Context: an optimization exercise on an open-source flow, tuned for small area. The choices shown serve that exercise and are no tape-out recipe. Function was checked by simulation only, so behaviour that the tests miss may differ from the original. The clock cells of this run come from the design's own scripts or RTL, not from TritonCTS. The flow treats the clock pin as an ideal source. Dropping or thinning the clock tree relies on that and would not hold on a real chip. Power is estimated from default activity; no workload was simulated.

<file path="flow/flow/run.sh">
#!/bin/bash
# The standard layout, with four changes:
#  - after the standard synthesis, the combinational logic is remapped with
#    several area-oriented ABC scripts (flow/reopt.tcl); each result is proved
#    equivalent to the standard netlist (flow/check.tcl) and the smallest
#    proven one is kept; the registers are untouched;
#  - ports are buffered with sky130_fd_sc_hd__buf_1 instead of clkdlybuf4s50_1;
#  - constant outputs share one tie cell;
#  - after CTS, the clock tree is rebuilt flat (flow/clock_tree.tcl): the
#    clock port drives 3 or 4 leaf buffers, each driving one balanced cluster
#    of flip-flops, with the worst clock-pin slew kept under CLOCK_SLEW_TARGET.
set -euo pipefail
W=$(pwd)
R=$W/orfs/results/$FLOW_PLATFORM/termostato_sig/base
export BUFFER_PORTS_ARGS="-buffer_cell sky130_fd_sc_hd__buf_1"
export SKIP_REPAIR_TIE_FANOUT=1
export CTS_ARGS="-sink_clustering_enable -repair_clock_nets -dont_use_dummy_load"
export POST_CTS_TCL=$W/flow/clock_tree.tcl CLOCK_PORT=clk CLOCK_SLEW_TARGET=0.115
export PRE_GLOBAL_PLACE_TCL=$W/flow/pre_gpl.tcl

bash standard.sh $R/1_2_yosys.v > synth.log 2>&1
cp $R/1_2_yosys.v $W/1_2_yosys_standard.v

export REOPT_LIB=$FLOW_HOME/platforms/sky130hd/lib/sky130_fd_sc_hd__tt_025C_1v80.lib
export REOPT_IN=$W/1_2_yosys_standard.v REOPT_TOP=$FLOW_TOP
R2="balance;rewrite;refactor;balance;rewrite;rewrite -z;balance;refactor -z;rewrite -z;balance"
NF="&dch -f;&nf -p -R 1000 -F 10 -A 10 -C 32"
SCRIPTS=(
  "+strash;dc2;$R2;dch -f;amap;topo"
  "+strash;dc2;$R2;dch -f;amap;strash;dch -f;amap;topo"
)
for seed in 1 3 5 7 9 11 13 15; do
  SCRIPTS+=("+strash;&get -n;&deepsyn -T 30 -S $seed;&put;&get -n;$NF;&put;topo")
done
# remap and prove each candidate, up to NUM_CORES at a time
candidate() {
  local i=$1 out=$W/1_2_yosys_reopt_$1.v
  REOPT_OUT=$out REOPT_SCRIPT="${SCRIPTS[$i]}" yosys -c $W/flow/reopt.tcl > reopt_$i.log 2>&1 || return 0
  if REOPT_OUT=$out yosys -c $W/flow/check.tcl > check_$i.log 2>&1; then
    echo proven > result_$i.txt
  fi
}
for i in "${!SCRIPTS[@]}"; do
  candidate $i &
  while (( $(jobs -rp | wc -l) >= ${NUM_CORES:-4} )); do sleep 1; done
done
wait
best=""; best_area=""
for i in "${!SCRIPTS[@]}"; do
  a=$(grep "Chip area for top module" reopt_$i.log 2>/dev/null | tail -1 | awk '{print $NF}')
  ok=failed; [[ -f result_$i.txt ]] && ok=proven
  echo "script $i: area ${a:-none}, equivalence $ok" >> reopt_choice.log
  [[ $ok == proven && -n "$a" ]] || continue
  if [[ -z "$best_area" ]] || awk "BEGIN{exit !($a < $best_area)}"; then
    best=$i; best_area=$a
  fi
done
if [[ -n "$best" ]]; then
  echo "chosen: script $best, area $best_area" >> reopt_choice.log
  cp $W/1_2_yosys_reopt_$best.v $R/1_2_yosys.v
else
  echo "chosen: the standard netlist" >> reopt_choice.log
fi
bash standard.sh > standard.log 2>&1
</file>
<file path="flow/flow/check.tcl">
# Prove that the remapped netlist (REOPT_OUT) is equivalent to the standard
# synthesis netlist (REOPT_IN). Both hold the same flip-flop instances: they
# are kept as black boxes and cut open into ports named after the instance,
# and the logic in between is compared combinationally.
yosys -import
set lib $::env(REOPT_LIB)
read_liberty -ignore_miss_func $lib
blackbox sky130_fd_sc_hd__dfxtp_1 sky130_fd_sc_hd__edfxtp_1
read_verilog $::env(REOPT_IN)
yosys rename $::env(REOPT_TOP) gold
read_verilog $::env(REOPT_OUT)
yosys rename $::env(REOPT_TOP) gate
hierarchy -check
flatten -noscopeinfo
opt_clean
yosys expose -evert {gold/t:sky130_fd_sc_hd__dfxtp_1} {gold/t:sky130_fd_sc_hd__edfxtp_1} {gate/t:sky130_fd_sc_hd__dfxtp_1} {gate/t:sky130_fd_sc_hd__edfxtp_1}
setundef -undriven -anyseq
miter -equiv -flatten -make_assert gold gate miter
hierarchy -top miter
sat -verify -prove-asserts miter
</file>
<file path="flow/flow/clock_tree.tcl">
set slew_target [expr {[info exists ::env(CLOCK_SLEW_TARGET)] ? $::env(CLOCK_SLEW_TARGET) : 0.110}]
set configs {
  {4 sky130_fd_sc_hd__clkbuf_8}
  {3 sky130_fd_sc_hd__clkbuf_16}
  {4 sky130_fd_sc_hd__clkbuf_16}
}
set db [ord::get_db]
set block [ord::get_db_block]
set root_net [[$block findBTerm $::env(CLOCK_PORT)] getNet]

# the clock pins of all flip-flops, and the cells of the old tree
set sinks {}
set tree {}
set todo [list $root_net]
while {[llength $todo] > 0} {
  set net [lindex $todo 0]
  set todo [lrange $todo 1 end]
  foreach it [$net getITerms] {
    if {![$it isInputSignal]} { continue }
    set inst [$it getInst]
    if {[[$inst getMaster] isSequential]} {
      lappend sinks $it
    } else {
      lappend tree $inst
      foreach o [$inst getITerms] {
        if {[$o isOutputSignal] && [$o getNet] ne "NULL"} { lappend todo [$o getNet] }
      }
    }
  }
}
puts "clock_tree: [llength $sinks] clock pins, [llength $tree] cells in the CTS tree"

# remove the old tree
set old_nets {}
foreach inst $tree {
  foreach it [$inst getITerms] {
    set n [$it getNet]
    if {$n ne "NULL"} {
      if {$n ne $root_net} { lappend old_nets $n }
      $it disconnect
    }
  }
  odb::dbInst_destroy $inst
}
foreach it $sinks { $it disconnect }
foreach n [lsort -unique $old_nets] { odb::dbNet_destroy $n }

set pts {}
foreach it $sinks {
  set b [[$it getInst] getBBox]
  lappend pts [list [expr {([$b xMin] + [$b xMax]) / 2.0}] [expr {([$b yMin] + [$b yMax]) / 2.0}]]
}
set n [llength $pts]

proc dist {p c} { expr {abs([lindex $p 0] - [lindex $c 0]) + abs([lindex $p 1] - [lindex $c 1])} }
proc centres {pts assign leaves old} {
  set new {}
  for {set k 0} {$k < $leaves} {incr k} {
    set sx 0; set sy 0; set c 0
    foreach p $pts a $assign {
      if {$a == $k} { set sx [expr {$sx + [lindex $p 0]}]; set sy [expr {$sy + [lindex $p 1]}]; incr c }
    }
    if {$c > 0} { lappend new [list [expr {$sx / $c}] [expr {$sy / $c}]] } else { lappend new [lindex $old $k] }
  }
  return $new
}
# balanced k-means: start from the x-sorted split, then assign points greedily
# by distance with at most ceil(n / leaves) per cluster
proc clusters {pts leaves} {
  set n [llength $pts]
  set order [lsort -real -index 0 $pts]
  set cent {}
  for {set k 0} {$k < $leaves} {incr k} {
    set part [lrange $order [expr {$k * $n / $leaves}] [expr {($k + 1) * $n / $leaves - 1}]]
    lappend cent [lindex [centres $part [lrepeat [llength $part] 0] 1 {{0 0}}] 0]
  }
  set cap [expr {($n + $leaves - 1) / $leaves}]
  for {set iter 0} {$iter < 20} {incr iter} {
    set pairs {}
    set i 0
    foreach p $pts {
      for {set k 0} {$k < $leaves} {incr k} { lappend pairs [list [dist $p [lindex $cent $k]] $i $k] }
      incr i
    }
    set assign [lrepeat $n -1]
    set size [lrepeat $leaves 0]
    foreach pr [lsort -real -index 0 $pairs] {
      lassign $pr d i k
      if {[lindex $assign $i] >= 0 || [lindex $size $k] >= $cap} { continue }
      lset assign $i $k
      lset size $k [expr {[lindex $size $k] + 1}]
    }
    set cent [centres $pts $assign $leaves $cent]
  }
  return [list $assign $cent]
}

proc build {block db root_net sinks pts leaves cell} {
  lassign [clusters $pts $leaves] assign cent
  set made {}
  for {set k 0} {$k < $leaves} {incr k} {
    set inst [odb::dbInst_create $block [$db findMaster $cell] "clkleaf_$k"]
    set net [odb::dbNet_create $block "clknet_leaf_$k"]
    $net setSigType CLOCK
    [$inst findITerm A] connect $root_net
    [$inst findITerm X] connect $net
    set c [lindex $cent $k]
    $inst setLocation [expr {int([lindex $c 0])}] [expr {int([lindex $c 1])}]
    $inst setPlacementStatus PLACED
    foreach it $sinks a $assign {
      if {$a == $k} { $it connect $net }
    }
    lappend made $inst $net
  }
  return $made
}
proc unbuild {sinks made} {
  foreach it $sinks { $it disconnect }
  foreach {inst net} $made {
    foreach it [$inst getITerms] { if {[$it getNet] ne "NULL"} { $it disconnect } }
    odb::dbInst_destroy $inst
    odb::dbNet_destroy $net
  }
}
proc worst_clock_slew {sinks} {
  estimate_parasitics -placement
  set worst 0
  foreach it $sinks {
    set pin [get_pins "[[$it getInst] getName]/[[$it getMTerm] getName]"]
    set s [get_property $pin slew_max]
    if {$s > $worst} { set worst $s }
  }
  return $worst
}

$root_net setSigType CLOCK
set last [expr {[llength $configs] - 1}]
set i 0
foreach cfg $configs {
  lassign $cfg leaves cell
  set made [build $block $db $root_net $sinks $pts $leaves $cell]
  set s [worst_clock_slew $sinks]
  puts "clock_tree: $leaves x $cell: worst clock-pin slew $s ns (target $slew_target)"
  if {$s <= $slew_target || $i == $last} { break }
  unbuild $sinks $made
  incr i
}
puts "clock_tree: kept $leaves x $cell"

detailed_placement
check_placement -verbose
estimate_parasitics -placement
puts "clock_tree: worst clock-pin slew after legalisation [worst_clock_slew $sinks] ns"
</file>
<file path="flow/flow/pre_gpl.tcl">
# PRE_GLOBAL_PLACE_TCL hook: remove the buffers synthesis put on the constant
# outputs, as timing-driven global placement would (it is off here).
remove_buffers
</file>
<file path="flow/flow/reopt.tcl">
# Re-optimise the combinational logic of the standard synthesis netlist with
# the ABC script in REOPT_SCRIPT. Every flip-flop instance keeps its name,
# cell type and connections; only the logic between them is remapped.
yosys -import
set lib $::env(REOPT_LIB)
read_liberty -ignore_miss_func $lib
foreach m [list sky130_fd_sc_hd__dfxtp_1 sky130_fd_sc_hd__edfxtp_1 sky130_fd_sc_hd__conb_1] {
  setattr -mod -set keep_hierarchy 1 $m
}
read_verilog -defer $::env(REOPT_IN)
hierarchy -top $::env(REOPT_TOP)
flatten
opt -purge
abc -liberty $lib -dont_use sky130_fd_sc_hd__lpflow_* -dont_use sky130_fd_sc_hd__probe* \
  -script $::env(REOPT_SCRIPT)
opt_clean -purge
setundef -zero
hilomap -singleton -hicell sky130_fd_sc_hd__conb_1 HI -locell sky130_fd_sc_hd__conb_1 LO
insbuf -buf sky130_fd_sc_hd__buf_4 A X
opt_clean -purge
yosys rename -hide w:*
stat -liberty $lib
# every cell must be a library cell (no unmapped logic left by ABC)
set unmapped "$::env(REOPT_TOP)/t:\$*"
select -assert-none $unmapped
select $::env(REOPT_TOP)
write_verilog -noattr -nohex -nodec -selected $::env(REOPT_OUT)
</file>
<file path="flow/standard.sh">
#!/bin/bash
# synth_recipe.tcl (not shown) runs the flow's synth.tcl, then flattens the netlist and writes it again
# the make line also repeats each setting of config.mk as NAME=value (left out here)
make -C /OpenROAD-flow-scripts/flow DESIGN_CONFIG=/design/flow/config.mk WORK_HOME=/design/flow/orfs CLKGATE_MAP_FILE= SYNTH_SCRIPT=/design/flow/synth_recipe.tcl "${@:-finish}"
</file>
<file path="flow/config.mk">
export PLATFORM = sky130hd
export DESIGN_NAME = termostato_sig
export DESIGN_NICKNAME = termostato_sig
export VERILOG_FILES = /design/flow/design.v
export SDC_FILE = /design/flow/constraint.sdc
export NUM_CORES = 4
export LEC_CHECK = 0
export CAP_MARGIN = 20
export CORE_MARGIN = 2
export CORE_UTILIZATION = 40
export GPL_TIMING_DRIVEN = 0
export SLEW_MARGIN = 20
</file>
<file path="flow/constraint.sdc">
create_clock -name core_clock -period 10.0 [get_ports {clk}]
set_input_delay 2.0000 -clock core_clock [delete_from_list [all_inputs] [get_ports {clk}]]
set_output_delay 2.0000 -clock core_clock [all_outputs]
set_load 0.01 [all_outputs]
</file>
<file path="flow/design.v">
`default_nettype none
module termostato_sig (
    input  wire        clk,
    input  wire        rst,         
    input  wire        cmd_valid,   
    input  wire [31:0] cmd,
    output wire        cmd_ready,   
    output wire        rsp_valid,   
    output wire [31:0] rsp,
    output reg         led_dout,
    output reg         servo_out
);
    reg [15:0] pw;         
    reg [4:0]  ft;         
    reg [15:0] sec;        
    reg [1:0]  frm;        
    reg        tick_en;    
    reg [1:0]  tph;        
    reg        tpend;      
    reg        tovr;       
    reg        gapv;       
    reg        ill;        
    reg [23:0] frame;      
    reg [5:0]  pk;         
    reg [4:0]  pd;         
    wire busy = !pk[5] && !(pk[4] && pk[3]);         
    wire sat  = (pk == 6'd24) && (pd == 5'd0);       
    wire z23 = (cmd[23:0] == 24'h0);
    wire is_nop   = (cmd[31:24] == 8'h00) && z23;
    wire is_send  = (cmd[31:24] == 8'h10);
    wire is_wrpw  = (cmd[31:16] == 16'h2000);
    wire is_wrctl = (cmd[31:24] == 8'h30) && (cmd[23:1] == 23'h0);
    wire is_rd    = (cmd[31:28] == 4'h4) && z23 && (cmd[27:24] <= 4'd4);
    assign cmd_ready = !busy && !rst;
    wire   accept    = cmd_valid && cmd_ready;
    wire       tick_ev   = tick_en && (tph == 2'd3);
    wire       svc       = tpend && !busy;
    wire       ft_wrap   = (ft == 5'd19);
    wire [4:0] ft_p2     = svc ? (ft_wrap ? 5'd0 : ft + 5'd1) : ft;
    wire       sec_step  = svc && ft_wrap && frm[1];
    wire [15:0] sec_p2   = sec + {15'd0, sec_step};
    wire       tpend_p2  = tpend && !svc;
    wire       tpend_p3  = tpend_p2 || tick_ev;
    wire       tovr_p3   = tovr || (tick_ev && tpend_p2);
    wire [3:0] sel = cmd[27:24];
    assign rsp_valid = accept && is_rd;
    assign rsp[31:16] = 16'd0;
    assign rsp[15:0] = !rsp_valid ? 16'd0 :
        sel[2]               ? sec_p2 :
        (sel[1:0] == 2'd0)   ? {12'd0, ill, gapv, tovr_p3, tpend_p3} :
        (sel[1:0] == 2'd1)   ? {11'd0, ft_p2} :
        (sel[1:0] == 2'd2)   ? pw :
                               {15'd0, tick_en};
    wire do_send  = accept && is_send;
    wire do_wrpw  = accept && is_wrpw;
    wire do_wrctl = accept && is_wrctl;
    wire do_ill   = accept && !(is_nop || is_send || is_wrpw || is_wrctl || is_rd);
    wire pd_zero = (pd == 5'd0);
    wire [5:0] pk_dec = pd_zero ? pk - 6'd1 : pk;
    wire [4:0] pd_dec = pd_zero ? 5'd19 : pd - 5'd1;
    wire lvl = pd_zero ? (pk != 6'd0)
                       : ((pd >= 5'd15) || ((pd >= 5'd8) && frame[pk[4:0]]));
    always @(posedge clk) begin
        if (do_send)
            frame <= {cmd[15:8], cmd[23:16], cmd[7:0]};
        tph <= tick_en ? tph + 2'd1 : 2'd0;
        if (rst) begin
            pw        <= 16'd0;
            ft        <= 5'd0;
            sec       <= 16'd0;
            frm       <= 2'd0;
            tick_en   <= 1'b0;
            tpend     <= 1'b0;
            tovr      <= 1'b0;
            gapv      <= 1'b0;
            ill       <= 1'b0;
            pk        <= 6'd24;
            pd        <= 5'd0;
            led_dout  <= 1'b0;
            servo_out <= 1'b0;
        end else begin
            ft  <= ft_p2;
            sec <= sec_p2;
            if (svc) begin
                servo_out <= (pw[15:5] != 11'd0) || (ft_p2 <= pw[4:0]);
                if (ft_wrap)
                    frm <= frm[1] ? 2'd0 : frm + 2'd1;
            end
            tpend <= tpend_p3;
            tovr  <= tovr_p3;
            if (do_wrpw)
                pw <= cmd[15:0];
            if (do_wrctl) begin
                tick_en <= cmd[0];
                if (!cmd[0])
                    tpend <= 1'b0;
            end
            if (do_ill)
                ill <= 1'b1;
            if (do_send) begin
                if (!sat)
                    gapv <= 1'b1;
                pk       <= 6'd23;
                pd       <= 5'd19;
                led_dout <= 1'b1;
            end else begin
                if (!sat) begin
                    pk <= pk_dec;
                    pd <= pd_dec;
                end
                led_dout <= busy && lvl;
            end
        end
    end
endmodule
`default_nettype wire
</file>
==> results.sh <==
export IMPL_drcViolationCount=0
export IMPL_r2r_start="pk[4]"
export IMPL_grt_use_total=0.166
export IMPL_max_slew_margin=0.311
export IMPL_grt_pass1_wl_um=13100
export IMPL_die_area_sq_um=9550
export IMPL_portBuffers=54
export IMPL_critPathArrivalTime_ps=4620
export IMPL_seqCellArea_sq_um=1900
export IMPL_p_comb_frac=0.164
export IMPL_total_power_mw=0.624
export IMPL_antenna_found_initial=0
export IMPL_finalCritPeriodShare=0.662
export IMPL_synth_cell_area_sq_um=3510
export IMPL_netlist_instances=355
export IMPL_reg2reg_depth=18
export IMPL_met2_length_um=3800
export IMPL_outcome="finished clean"
export IMPL_grt_max_degree=31
export IMPL_min_path_type="reg2reg"
export IMPL_drive_gt1_frac=0.0151
export IMPL_maxUsedRoutingLayer="met4"
export IMPL_syn_avg_cell_area_sq_um=9.90
export IMPL_syn_nets=390
export IMPL_grt_pass1_vias=2701
export IMPL_rows=34
export IMPL_n_antenna_cell=0
export IMPL_ir_drop_mv=0.0951
export IMPL_cp_required_ps=8000
export IMPL_dpl_hpwl_um=5870
export IMPL_cap_violations=0
export IMPL_ys_warn_count=1
export IMPL_place_gp_congestion=0.784
export IMPL_clock_latency_ps=170
export IMPL_design_area_sq_um=3830
export IMPL_seqPwrFrac=0.610
export IMPL_rrSetupSlack_ps=5710
export IMPL_dr_wl_met3_um=240
export IMPL_critPathLaunchType="input pin"
export IMPL_startpoint="cmd[3]"
export IMPL_initial_utilization=0.407
export IMPL_crit_end="rsp[2]"
export IMPL_tns_ps=0
export IMPL_finalClockSkew_ps=15.9
export IMPL_crit_type="in2out"
export IMPL_cts_sinks=83
export IMPL_hold_violations=0
export IMPL_placed_cell_area_sq_um=3760
export IMPL_crit_slowest_cell="nor2_1"
export IMPL_pwr_share_clk=0.226
export IMPL_worstPathMaxFanout=15
export IMPL_multi_input_area_sq_um=1480
export IMPL_finalMaxSlewViolations=0
export IMPL_swShare=0.270
export IMPL_first_pass_iters=4
export IMPL_areaGrowthSynthToFinish_pct=9.12
export IMPL_clkTransAtPathRegs_ps=100
export IMPL_power_per_cell_area_nw_per_um2=163
export IMPL_wl_met1_um=3770
export IMPL_clock_fmax_mhz=151
export IMPL_fin_crit_ps=6620
export IMPL_chipHeight_um=97.7
export IMPL_routed_wl_um=7880
export IMPL_fillers=873
export IMPL_worst_pin_slew_ps=1030
export IMPL_setup_viol=0
export IMPL_final_cell_mix="dfxtp_1 (59), buf_1 (53), nor2_1 (41)"
export IMPL_viasPerCell=5.39
export IMPL_final_common_cell="dfxtp_1"
export IMPL_rr_endpoint="sec[15]"
export IMPL_power_switching_mw=0.169
export IMPL_rsz0062_at_grt="no"
export IMPL_final_net_count=434
export IMPL_drt_iter0_markers=148
export IMPL_core_sq_um=8640
export IMPL_cp_cell_sequence="buf_1 > nor4_1 > nand4_1 > nor4_1 > and3_1 > nand2_1 > nor2_1 > a221oi_1 > o21ai_0 > buf_1"
export IMPL_post_drt_wl_per_cell_um=15.6
export IMPL_ant_nets=0
export IMPL_cpPeakStageDelay_ps=660
export IMPL_io_pins=71
export IMPL_fp_dieW_um=97.7
export IMPL_overflow=0
export IMPL_vias=2724
export IMPL_cp_end_kind="primary output"
export IMPL_internal_power_mw=0.455
export IMPL_leakagePower_nw=1.32
## worst max-delay path: cells and delay by family
family / cells / cell delay [ps]
and+or+nand+nor: 6 / 1960
buffers and inverters: 2 / 310
AOI/OAI and AO/OA: 2 / 350
## final cells by class
class,count,share of cell area
Sequential cell,83,0.496
Buffer,3,0.0196
Inverter,6,0.00587
Multi-Input combinational cell,250,0.387
Tap cell,108,0.0352
Timing Repair Buffer,55,0.0561
## registers in the layout (all words and copies together) (netlist names)
| name | flops |
|---|---|
| gapv | 1 |
| servo_out | 1 |
| frame | 24 |
| tovr | 1 |
| ill | 1 |
| frm | 2 |
| pd | 5 |
| pk | 6 |
| tph | 2 |
| sec | 16 |
| pw | 16 |
| tick_en | 1 |
| tpend | 1 |
| led_dout | 1 |
| ft | 5 |
## stage by stage
step	instances	worst slack (ps)	hold slack, ps	utilization
detailed placement	502	3300	434	0.435
floorplan	355	4140	403	-
finish	505	3380	451	0.444
global route	505	2890	492	0.444
global placement	501	2980	420	0.432
## how the worst min path moves through the flow
stage / start / cells after the start / endpoint
2_1_floorplan: tph[0] / 1 / tph[0]
3_3_place_gp: tph[0] / 1 / tph[0]
3_5_place_dp: tph[0] / 1 / tph[0]
5_1_grt: tph[0] / 1 / tph[0]
6_report: tph[0] / 1 / tph[0]
## routing by layer
layer  track usage  vias to the layer above
li1              -                     1381
met5             0                        -
met2         0.283                       29
met4        0.0427                        0
met3        0.0266                        4
met1         0.220                     1310
## power groups by stage
stage               clock (mW)  sequential, mW  combinational (mW)
floorplan                    0           0.383              0.0776
global placement             0           0.388               0.101
detailed placement           0           0.388               0.102
global route             0.155           0.384               0.116
finish                   0.141           0.381               0.102

==> port drivers added, routing unchanged <==
The flow's constraints put no driver on any port. The routed layout listed below was extracted and timed again, unchanged, in two steps.
Step 1 assumes that a clkbuf_16 drives the clock port and a buf_2 every other input.
Step 2 also shifts input and output timing later by t, the mid clock arrival at the registers, as if the neighbouring blocks saw the same clock.
a / b / c = ideal / step 1 / step 2; a / b = the first two.
t, ns: 0.231
setup slack, ns: 3.382 / 3.332 / 3.363
clock arrival spread, ns: 0.016 / 0.016
worst register clock-pin slew, ns: 0.11 / 0.11
worst slew at a driven data input, ns: 0.03
After both steps setup and hold are still met in this run. The setup slack of this run moves by -0.050 ns with the drivers and by -0.019 ns with both steps.
